Context: an optimization exercise on an open-source flow, tuned for small area. The choices shown serve that exercise and are no tape-out recipe. Only simulation tests tie the RTL to the original design; equivalence was not proved. Power figures rest on the tool's default switching activity, not on a simulated workload.

==> flow/design.v (excerpt) <==
module scfd #(
    parameter MAX_FRAME = 128,
    parameter T_SETTLE  = 16
) (
    input  wire       clk,
    input  wire       rst,
    input  wire       rx_valid,
    input  wire [7:0] rx_data,
    output wire       tx_valid,
    output wire [7:0] tx_data,
    input  wire       tx_ready,
    output wire       bus_cs,
    output wire       bus_valid,
    output wire       bus_we,
    output wire [7:0] bus_wdata,
    input  wire       bus_ready,
    input  wire [7:0] bus_rdata,
    input  wire       bus_fail
);
Size: roughly 3400 cells after synthesis, about 2100 flip-flops, ~42 I/O pins, about 0.051 mm² of cells after synthesis.
Settings: LEC_CHECK=0, ABC_AREA=0, CAP_MARGIN=20, CORE_MARGIN=2, CORE_UTILIZATION=75, CTS_BUF_LIST=sky130_fd_sc_hd__clkbuf_8, CTS_CLUSTER_DIAMETER=50, CTS_CLUSTER_SIZE=16, PLACE_DENSITY=0.85, SLEW_MARGIN=20; clock period 10.0 ns.
standard.sh (not shown) runs the stock make flow with config.mk's settings and CLKGATE_MAP_FILE= SYNTH_SCRIPT=/design/flow/synth_recipe.tcl, a recipe that flattens the netlist after the stock synthesis.
==> flow/flow/run.sh <==
#!/bin/bash
# The standard layout (bash standard.sh, the standard flow's own ORFS flow), with two
# changes:
#  - the port buffers are the smallest buffer (sky130_fd_sc_hd__buf_1)
#    instead of the one buffer_ports picks by default;
#  - clock tree synthesis adds no dummy loads. Its other arguments are the
#    ones cts.tcl builds from config.mk (clkbuf_8, clusters of up to 16
#    sinks within 50 um).
# The whole output of the standard flow goes to standard_flow.log here; ORFS
# keeps each step's log under orfs/logs/.
set -euo pipefail
export BUFFER_PORTS_ARGS="-buffer_cell sky130_fd_sc_hd__buf_1"
export CTS_ARGS="-sink_clustering_enable -repair_clock_nets -sink_clustering_size 16 -sink_clustering_max_diameter 50 -buf_list sky130_fd_sc_hd__clkbuf_8 -dont_use_dummy_load"
bash standard.sh > standard_flow.log 2>&1
Rerun with:
--- a/flow/design.v
+++ b/flow/design.v
@@ -198,15 +198,14 @@
     end
     reg  [1:0]  kind;
     reg         ones, rd1;
     reg  [15:0] addr;
     reg  [6:0]  cnt;
     reg  [6:0]  tmr;
     reg         bad, mism;
-    reg  [7:0]  csum;
     reg  [7:0]  h;
     reg  [6:0]  dp;           
     reg  [8*L-1:0] rc, rd;
     wire        rd_at = (dp[4:0] == 5'd31) || (dp == LAST);
     wire [6:0]  rpos  = (dp[6:5] == 2'd3) ? LAST : {dp[6:5], 5'd31};
     wire [7:0]  tail  = rd[8*rpos +: 8];
     wire wr_at   = (dp[4:0] == 5'd0);              
@@ -340,16 +339,19 @@
             S_SET: begin
                 tmr <= tmr + 7'd1;
                 if (pf_need && rd_at) begin
                     h  <= tail;
                     pf <= 1'b1;
                 end
             end
+            S_T0:  if (tx_ready) addr[7:0] <= HEADER;
+            S_T1:  if (tx_ready) addr[7:0] <= addr[7:0] ^ tx_data;
             S_T2:  if (tx_ready) begin
-                cnt <= cnt - 7'd1;
+                cnt       <= cnt - 7'd1;
+                addr[7:0] <= addr[7:0] ^ tx_data;
                 if (t2_next) h <= tail;
             end
             default: ;
         endcase
     end
     assign bus_valid = (st[3:2] == 2'b01);
     assign bus_cs    = bus_valid || ((st == S_RW) && !done_x);
@@ -365,17 +367,9 @@
         else if (kind == K_RD)     code_byte = rd1 ? 8'h12 : 8'h13;
         else                       code_byte = mism ? 8'h15 : 8'h14;
     end
     assign tx_valid = (st == S_T0 || st == S_T1 || st == S_T2 || st == S_T3 || st == S_T4);
     assign tx_data  = (st == S_T0) ? HEADER :
                       (st == S_T1) ? code_byte :
                       (st == S_T2) ? (err_pay ? (bad ? 8'h04 : 8'h01) : h) :
-                      (st == S_T3) ? csum : TAIL;
-    always @(posedge clk) begin
-        if (tx_ready) begin
-            if (st == S_T0)
-                csum <= HEADER;
-            else if (st == S_T1 || st == S_T2)
-                csum <= csum ^ tx_data;
-        end
-    end
+                      (st == S_T3) ? addr[7:0] : TAIL;
 endmodule
The changed run finished clean.
Cell count shrinks slightly.
First-iteration DRC count grows by a few percent.
Final area shrinks slightly.
Die area hardly moves.
Combinational power grows to 3.0 times its value.
Utilization shrinks by 0.31 points.
Hold slack improves by 0.030 ns.
Via count shrinks slightly.
Routed wire length shrinks slightly.
Power grows by a few percent.
Critical path depth shrinks by 3.
Sequential power grows by a few percent.

re-timing with driven ports:
The results above use ideal ports. As a check the final layouts listed here were re-extracted and re-timed, cells and wires unchanged.
Step 1, drivers: a clkbuf_16 drives clk and a buf_2 each remaining input, both assumed.
Step 2, shift: input delay + t, output delay - t, t = (earliest + latest rising clock arrival at the registers) / 2. This alone moves slack from input paths to output paths.
a / b / c = ideal / step 1 / step 2; a / b = the first two.
| run | shift t [ns] | setup slack, ns | worst hold slack (ns) | worst register clock-pin slew, ns |
|---|---|---|---|---|
| the first run | 0.844 | 4.723 / 4.659 / 4.680 | 0.253 / 0.253 / 0.253 | 0.11 / 0.11 |
| the second run | 0.855 | 4.569 / 4.503 / 4.888 | 0.283 / 0.283 / 0.283 | 0.11 / 0.11 |
After both steps setup and hold are still met in every run listed. For the first run, which loses most, drivers alone change the setup slack by -0.064 ns; drivers and shift together by -0.043 ns.
